This is an optimization exercise on Yosys and OpenROAD, whose aim is small area, a short achievable clock period and few clock cycles, not a production implementation. Only simulation tests tie the RTL to the original design; equivalence was not proved. Power is estimated from default activity; no workload was simulated.

### flow/run.sh
#!/bin/bash
# synth_recipe.tcl (not shown) runs the flow's synth.tcl, then flattens the netlist and writes it again
# the make line also repeats each setting of config.mk as NAME=value (left out here)
make -C /OpenROAD-flow-scripts/flow DESIGN_CONFIG=/design/flow/config.mk WORK_HOME=/design/flow/orfs CLKGATE_MAP_FILE= SYNTH_SCRIPT=/design/flow/synth_recipe.tcl finish
### flow/config.mk
export PLATFORM = sky130hd
export DESIGN_NAME = pec_temp_core
export DESIGN_NICKNAME = pec_temp_core
export VERILOG_FILES = /design/flow/design.v
export SDC_FILE = /design/flow/constraint.sdc
export NUM_CORES = 4
export LEC_CHECK = 0
export CAP_MARGIN = 20
export CORE_MARGIN = 2
export CORE_UTILIZATION = 30
export SETUP_SLACK_MARGIN = 1.0
export SLEW_MARGIN = 20
### flow/constraint.sdc
create_clock -name core_clock -period 36.0 [get_ports {clk}]
set_input_delay 7.2000 -clock core_clock [delete_from_list [all_inputs] [get_ports {clk}]]
set_output_delay 7.2000 -clock core_clock [all_outputs]
set_load 0.01 [all_outputs]
### flow/design.v
module crc8_step (
    input  wire [7:0] crc_in,
    input  wire [7:0] data,
    output reg  [7:0] crc_out
);
    integer i;
    always @* begin
        crc_out = crc_in ^ data;
        for (i = 0; i < 8; i = i + 1) begin
            if (crc_out[7])
                crc_out = {crc_out[6:0], 1'b0} ^ 8'h07;
            else
                crc_out = {crc_out[6:0], 1'b0};
        end
    end
endmodule
module temp_convert (
    input  wire [15:0] raw,
    output wire [31:0] tcc,
    output wire [63:0] f64
);
    assign tcc = {15'd0, raw, 1'b0} - 32'd27315;
    localparam [52:0] SCALE_M = {1'b1, 52'h47AE147AE147B};
    localparam [52:0] OFF_M   = {1'b1, 52'h1126666666666};
    localparam [69:0] OFF_FIX = {3'd0, OFF_M, 14'd0};    
    wire [68:0] prod = raw * SCALE_M;
    reg [6:0] p_lead;                
    integer i;
    always @* begin
        p_lead = 7'd0;
        for (i = 0; i < 69; i = i + 1)
            if (prod[i]) p_lead = i[6:0];
    end
    wire [68:0] p_norm  = prod << (7'd68 - p_lead);
    wire [52:0] p_trunc = p_norm[68:16];
    wire        p_guard = p_norm[15];
    wire        p_stick = |p_norm[14:0];
    wire        p_up    = p_guard & (p_stick | p_trunc[0]);
    wire [53:0] p_round = {1'b0, p_trunc} + {53'd0, p_up};
    wire        p_ovf   = p_round[53];
    wire [52:0] p_mant  = p_ovf ? {1'b1, 52'd0} : p_round[52:0];
    wire [6:0]  p_pos   = p_lead + {6'd0, p_ovf};    
    wire [69:0] p_fix = (raw == 16'd0) ? 70'd0
                                       : ({17'd0, p_mant} << (p_pos - 7'd52));
    wire        t_sign = (p_fix < OFF_FIX);
    wire [69:0] t_mag  = t_sign ? (OFF_FIX - p_fix) : (p_fix - OFF_FIX);
    reg [6:0] t_lead;
    integer j;
    always @* begin
        t_lead = 7'd0;
        for (j = 0; j < 70; j = j + 1)
            if (t_mag[j]) t_lead = j[6:0];
    end
    wire [69:0] t_norm  = t_mag << (7'd69 - t_lead);
    wire [52:0] t_trunc = t_norm[69:17];
    wire        t_guard = t_norm[16];
    wire        t_stick = |t_norm[15:0];
    wire        t_up    = t_guard & (t_stick | t_trunc[0]);
    wire [53:0] t_round = {1'b0, t_trunc} + {53'd0, t_up};
    wire        t_ovf   = t_round[53];
    wire [51:0] t_frac  = t_ovf ? 52'd0 : t_round[51:0];
    wire [10:0] t_exp   = {4'd0, t_lead} + 11'd965 + {10'd0, t_ovf};
    assign f64 = (t_mag == 70'd0) ? 64'd0 : {t_sign, t_exp, t_frac};
endmodule
module pec_temp_core (
    input  wire        clk,
    input  wire        rst,       
    input  wire        req,
    input  wire        we,
    input  wire [5:0]  addr,      
    input  wire [1:0]  size,      
    input  wire [3:0]  be,        
    input  wire [31:0] wdata,
    output wire        ready,
    output reg  [31:0] rdata,
    output wire        err
);
    localparam [6:0]  P_DEVADDR = 7'h5A;
    localparam [31:0] ID_VALUE  = 32'h50454338;
    localparam [3:0] CODE_NONE = 4'd0, CODE_OK = 4'd1, CODE_PEC = 4'd2,
                     CODE_LEN = 4'd3, CODE_REG = 4'd4, CODE_CMD = 4'd5;
    reg [7:0]  crc_q;
    reg [7:0]  rx0, rx1, rx2;
    reg [2:0]  rxcnt;
    reg [7:0]  fb0, fb1, fb2, fb3, fb4;
    reg [7:0]  fpec;
    reg [15:0] raw_q;
    reg [31:0] tcc_q;
    reg [63:0] tf64_q;
    reg        tver;
    reg [3:0]  code;
    reg [7:0]  lastop;
    assign ready = 1'b1;
    wire bus_err = (size != 2'd2) || (addr[1:0] != 2'b00) || (we && (be != 4'hF));
    assign err = bus_err;
    wire acc    = req && ready && !bus_err;
    wire cmd_wr = acc && we && (addr[5:2] == 4'h1);
    wire rx_wr  = acc && we && (addr[5:2] == 4'h4);
    wire [7:0]  op  = wdata[7:0];
    wire [7:0]  a8  = wdata[15:8];
    wire [15:0] a16 = wdata[31:16];
    wire fmt_n = (op == 8'h00) || (op == 8'h01) || (op == 8'h07) || (op == 8'h08);
    wire fmt_b = (op == 8'h02) || (op == 8'h03) || (op == 8'h04) || (op == 8'h05);
    wire fmt_h = (op == 8'h06);
    wire legal = (fmt_n && a8 == 8'd0 && a16 == 16'd0) ||
                 (fmt_b && a16 == 16'd0) ||
                 (fmt_h && a8 == 8'd0);
    wire treg = (a8 == 8'h06) || (a8 == 8'h07) || (a8 == 8'h08);
    wire [7:0] crc_feed;
    crc8_step u_feed (.crc_in(crc_q), .data(a8), .crc_out(crc_feed));
    wire [7:0] frame0 = {P_DEVADDR, 1'b0};
    wire [7:0] frame2 = {P_DEVADDR, 1'b1};
    wire [7:0] c1, c2, c3, c4, crc_frame;
    crc8_step u_f0 (.crc_in(8'h00), .data(frame0), .crc_out(c1));
    crc8_step u_f1 (.crc_in(c1),    .data(a8),     .crc_out(c2));
    crc8_step u_f2 (.crc_in(c2),    .data(frame2), .crc_out(c3));
    crc8_step u_f3 (.crc_in(c3),    .data(rx0),    .crc_out(c4));
    crc8_step u_f4 (.crc_in(c4),    .data(rx1),    .crc_out(crc_frame));
    wire rx_full  = (rxcnt == 3'd3);
    wire pec_good = (crc_frame == rx2);
    wire [15:0] conv_raw = (op == 8'h06) ? a16 : {rx1, rx0};
    wire [31:0] conv_tcc;
    wire [63:0] conv_f64;
    temp_convert u_conv (.raw(conv_raw), .tcc(conv_tcc), .f64(conv_f64));
    always @(posedge clk) begin
        if (rst || (cmd_wr && legal && op == 8'h08)) begin
            crc_q  <= 8'd0;
            rx0    <= 8'd0;  rx1 <= 8'd0;  rx2 <= 8'd0;
            rxcnt  <= 3'd0;
            fb0    <= 8'd0;  fb1 <= 8'd0;  fb2 <= 8'd0;  fb3 <= 8'd0;  fb4 <= 8'd0;
            fpec   <= 8'd0;
            raw_q  <= 16'd0;
            tcc_q  <= 32'd0;
            tf64_q <= 64'd0;
            tver   <= 1'b0;
            code   <= CODE_NONE;
            lastop <= 8'd0;
        end else if (rx_wr) begin
            case (rxcnt)
                3'd0: begin rx0 <= wdata[7:0]; rxcnt <= 3'd1; end
                3'd1: begin rx1 <= wdata[7:0]; rxcnt <= 3'd2; end
                3'd2: begin rx2 <= wdata[7:0]; rxcnt <= 3'd3; end
                default: rxcnt <= 3'd4;
            endcase
        end else if (cmd_wr) begin
            lastop <= op;
            if (!legal) begin
                code <= CODE_CMD;
            end else begin
                case (op)
                    8'h00: code <= CODE_OK;                          
                    8'h01: begin crc_q <= 8'd0; code <= CODE_OK; end   
                    8'h02: begin crc_q <= crc_feed; code <= CODE_OK; end   
                    8'h03, 8'h04, 8'h05: begin                       
                        rx0 <= 8'd0;  rx1 <= 8'd0;  rx2 <= 8'd0;  rxcnt <= 3'd0;
                        if (op == 8'h05 && !treg) begin
                            raw_q <= 16'd0; tcc_q <= 32'd0; tf64_q <= 64'd0; tver <= 1'b0;
                            code  <= CODE_REG;
                        end else if (!rx_full) begin
                            if (op == 8'h05) begin
                                raw_q <= 16'd0; tcc_q <= 32'd0; tf64_q <= 64'd0; tver <= 1'b0;
                            end
                            code <= CODE_LEN;
                        end else begin
                            fb0   <= frame0;  fb1 <= a8;  fb2 <= frame2;
                            fb3   <= rx0;     fb4 <= rx1;
                            fpec  <= rx2;
                            crc_q <= crc_frame;
                            if (op == 8'h03) begin
                                code <= CODE_OK;
                            end else if (!pec_good) begin
                                if (op == 8'h05) begin
                                    raw_q <= 16'd0; tcc_q <= 32'd0; tf64_q <= 64'd0; tver <= 1'b0;
                                end
                                code <= CODE_PEC;
                            end else begin
                                if (op == 8'h05) begin
                                    raw_q  <= conv_raw;
                                    tcc_q  <= conv_tcc;
                                    tf64_q <= conv_f64;
                                    tver   <= 1'b1;
                                end
                                code <= CODE_OK;
                            end
                        end
                    end
                    8'h06: begin                                     
                        raw_q  <= conv_raw;
                        tcc_q  <= conv_tcc;
                        tf64_q <= conv_f64;
                        tver   <= 1'b0;
                        code   <= CODE_OK;
                    end
                    8'h07: begin                                     
                        rx0 <= 8'd0;  rx1 <= 8'd0;  rx2 <= 8'd0;  rxcnt <= 3'd0;
                        code <= CODE_OK;
                    end
                    default: code <= CODE_CMD;                       
                endcase
            end
        end
    end
    always @* begin
        case (addr[5:2])
            4'h0: rdata = ID_VALUE;
            4'h2: rdata = {16'd0, lastop, 3'd0, tver, code};
            4'h3: rdata = {25'd0, P_DEVADDR};
            4'h5: rdata = {5'd0, rxcnt, rx2, rx1, rx0};
            4'h6: rdata = {24'd0, crc_q};
            4'h7: rdata = {fb3, fb2, fb1, fb0};
            4'h8: rdata = {16'd0, fpec, fb4};
            4'h9: rdata = tcc_q;
            4'hA: rdata = tf64_q[31:0];
            4'hB: rdata = tf64_q[63:32];
            4'hC: rdata = {16'd0, raw_q};
            default: rdata = 32'd0;                  
        endcase
    end
endmodule
==> summary.txt <==
Detailed routing
  • Drt total wl: 319000 µm
  • Remaining DRCs: 0
  • WL per Instance: 32.7 µm
  • Via count: ~66000
  • Initial DRT Pass Iterations: 10
  • DR iter-0 viols: 10300
  • Post-route ant nets: 0
  • Vias per cell: 6.78

Placed design
  • Placed Instances: 9702
  • Routability Congestion: roughly 1.1
  • Post-DP HPWL: between 200000 and 300000 µm
  • Post-DP Area: roughly 58000 µm²
  • Port Buf Inserts: 80

Final layout
  • Layout cells sized above 1: 13.6%
  • Final core utilization: 34.2%
  • Nets: 7855
  • Post-Layout Cell Count: 9755
  • Post-route cell area: 58800 µm²
  • Area taken by multi-input logic gates: 45100 µm²
  • Layout area overhead: 13.4%
  • Filler cells: approximately 19000
  • Sequential Area: 3840 µm²

Power and ir drop
  • Sequential power share: 11.0%
  • Int Pwr: 766 µW
  • Clock share of power: 10.7%
  • Pwr per Cell Area: about 33 nW/µm²
  • Combinational fraction of design power: 78.3%
  • Max IR drop VDD: about 0.000035 V
  • Net switching power: 1.16 mW
  • Tot Pwr: slightly below 2 mW
  • Leakage: around 23 nW
  • Sw Ratio: 60.2%

Floorplan
  • Row count: between 150 and 200
  • Initial core utilization: 30.2%
  • Core Area: ~170000 µm²
  • Io pins: 82
  • Die Ht: between 400 and 500 µm
  • Die X: 419 µm
  • Die area: 176000 µm²

CTS
  • Clock-pin slew on the worst setup and hold paths: ~80 ps
  • Sink Count: approximately 190
  • H-tree Lvls: 4
  • Clock latency reported for the late side of the worst-skew pair: approximately 470 ps
  • Hold buffers post-CTS: 0
  • TritonCTS buffer count: 17
  • CTS tree: built
  • CTS root buffer: clkbuf_16
  • Maximum buffer depth of the clock tree: 2

Worst setup path
  • CP endpoint kind: flop
  • Worst path max stage delay: around 760 ps
  • CP Launch Type: input pin
  • Critical path class: in -> reg
  • Worst Path Arrival: 34670 ps
  • Most used cell, CP: ha_1
  • WP data required: 36360 ps
  • CP max stage cell: xnor2_1
  • Largest fanout on the critical path: 19

Timing
  • Skew final: ~21 ps
  • Final hold vios: 0
  • Setup violations, final: 0
  • Fmax: 29.1 MHz
  • Slew margin rel.: around 16%
  • Final min period: roughly 34000 ps
  • Unrepaired setup endpoints after global routing: no
  • Tcrit/Tclk final: 95.3%
  • Pins over their slew limit: 0
  • Worst Tran Pin Value: 1240 ps

Yosys
  • Compound-Gate Fraction of Synth Area: 34.8%
  • Main synth FF type: dfxtp_1
  • Syn Std Cell Area: 51800 µm²
  • Most common library cells after synthesis: 759 x nand2_1, 671 x nor2_1, 524 x a21oi_1
  • Cells after Synth: 7306
  • Post-synth EDFFs: 0
  • Syn nets: between 7000 and 8000
  • Cell taking the most area after synthesis: dfxtp_1
  • Synthesized flop and latch total: 192
  • Main combinational cell family by area after synthesis: compound AO/OA/AOI/OAI gates
  • Seq/Total Area, Yosys: under 10%
  • Mux contribution to synthesized area: about 8.6%
  • Most frequent cell after synthesis: nand2_1
  • Warnings from Yosys: 3
  • Synth area leaders: dfxtp_1 7.4%, fa_1 6.1%, nand2_1 5.5%, ha_1 5.3%, a21oi_1 5.1%
  • Synth Area in Adders: a little under an eighth
  • Post-synthesis simple-gate area fraction: 25.6%
  • Post-Synth XOR/XNOR Area: 5.63%
  • Async SR Flop Fraction: 0%
  • Synth top area share: 7.42%
  • Avg Inst Size Synth: 7.09 µm²
  • Unique masters post-synth: 140

Job
  • Max Cap Violations: 0

Outcome
  • Status: timing/DRC/antenna clean

GRT
  • Vias in the first global route: between 60000 and 70000
  • GR Util All Layers: around 35%
  • Initial antenna violation count: 2
  • First-pass GRT wire length: about 460000 µm
  • GRT overflow: 0
  • Largest net degree at the start of global routing: 92

Hold path
  • HP Class: reg -> reg
-- metrics by stage --
stage,TNS (ps),setup WS (ps),hold slack [ps]
2_1_floorplan,0,2240,425
3_3_place_gp,-2120,-619,440
3_5_place_dp,-374,-128,444
4_1_cts,0,1090,455
5_1_grt,0,977,472
6_report,0,1690,454
-- final cells by class --
cell class	instances	share of cell area (%)
antenna	3	0.0128
clock buffer	17	0.724
clock inverter	15	0.360
inverter	301	1.93
multi-input combinational	6292	76.8
sequential	192	6.54
tap	2310	4.92
timing repair buffer	625	8.66
-- metal layers --
layer | up-vias | wire, µm | track usage [%]
met2 | 4635 | 137000 | 53.4
met4 | 2 | 19000 | 16.9
met3 | 914 | 31500 | 6.32
met5 | - | 12 | 0
li1 | 28200 | - | -
met1 | 32400 | 131000 | 46.2
-- logic make-up (layout without fill, tap and decap cells) --
| kind of cell | Yosys count | count (layout) |
|---|---|---|
| and+or+nand+nor | 2699 | 2699 |
| AOI/OAI and AO/OA | 2502 | 2503 |
| buffers and inverters | 824 | 958 |
| muxes | 381 | 381 |
| adders and majority gates | 378 | 378 |
| xor gates and xnor gates | 329 | 330 |
| DFF | 192 | 192 |
| other | 1 | 4 |
-- path summary, 6_finish.rpt --
path / startpoint / endpoint / slack [ps] / cells after the start
setup / recovery: wdata[4] / tf64_q[60]$_SDFFE_PP0P_ / 1690 / 85
hold / removal: fb4[0]$_SDFFE_PP0P_ / fb4[0]$_SDFFE_PP0P_ / 450 / 2
setup reg to reg: rx0[6]$_SDFFE_PP0P_ / tf64_q[60]$_SDFFE_PP0P_ / 9660 / 82
hold reg to reg: fb4[0]$_SDFFE_PP0P_ / fb4[0]$_SDFFE_PP0P_ / 450 / 2
-- critical path, delay by kind of cell --
kind	cells	cell delay [ps]
AOI/OAI and AO/OA	22	7670
xor gates and xnor gates	3	1310
adders and majority gates	12	4680
buffers and inverters	18	3560
muxes	5	2090
and+or+nand+nor	25	7990
-- cell usage in the layout, fill, tap and decap left out, drive strengths merged, types with 54 or more instances in the layout --
master and n:
or2 61, a21oi 533, xor2 108, buf 545, xnor2 222, o21ai 375
o22ai 74, a22oi 133, mux2 89, nor4 90, inv 307, mux2i 249
nor2 674, o211ai 108, a31oi 87, fa 157, a21o 89, nand4 108
nand3 267, nor3 260, o31ai 62, or3 77, dfxtp 192, a211oi 133
ha 221, o21a 54, and2 81, and3 73, a221oi 85, clkdlybuf4s50 80
nand2 761, o221ai 80
-- repair_timing --
item / in CTS / in global routing
cloned: 1 / 1
setup endpoints to repair: 24 / 58
pin swaps: 3 / 6
setup buffers: 6 / 10
resized for setup: 10 / 73
-- sequential cells by signal, summed over array words and instances (netlist names) --
register / cells
fb3: 8
tver: 1
rx2: 8
fpec: 8
fb4: 8
raw_q: 16
tf64_q: 64
code: 3
fb1: 8
rx1: 8
rx0: 8
fb2: 1
rxcnt: 3
tcc_q: 32
crc_q: 8
lastop: 8
-- power groups by stage --
stage | Clock, mW | Combinational, mW | Sequential [mW]
floorplan | 0 | 0.809 | 0.217
global placement | 0 | 1.41 | 0.217
detailed placement | 0 | 1.39 | 0.217
CTS | 0.207 | 1.41 | 0.212
global route | 0.215 | 1.53 | 0.212
finish | 0.206 | 1.51 | 0.212
Testbench counts, summed over its fixed seeds: cycles 30,014.

==> port drivers added, routing unchanged <==
How much do the figures lean on ideal ports? The routed layout below was timed once more, with nothing changed but the port constraints. Step 1 assumes that a clkbuf_16 drives the clock port and a buf_2 every other input. Step 2 adds t to the input delays and takes it off the output delays; t is the mean of the earliest and latest rising clock arrival at the registers after step 1. Input paths then give back, and output paths get back, about the clock's delay inside the block. Three values: ideal, step 1, step 2; two values: the first two.
t (ns): 0.512
setup WS [ns]: 1.691 / 1.713 / 1.201
worst data-port slew with drivers (ns): 0.08
pins driven straight from the clock port: 1
After both steps setup and hold are still met in this run. The setup slack of this run moves by +0.022 ns with the drivers and by -0.490 ns with both steps.
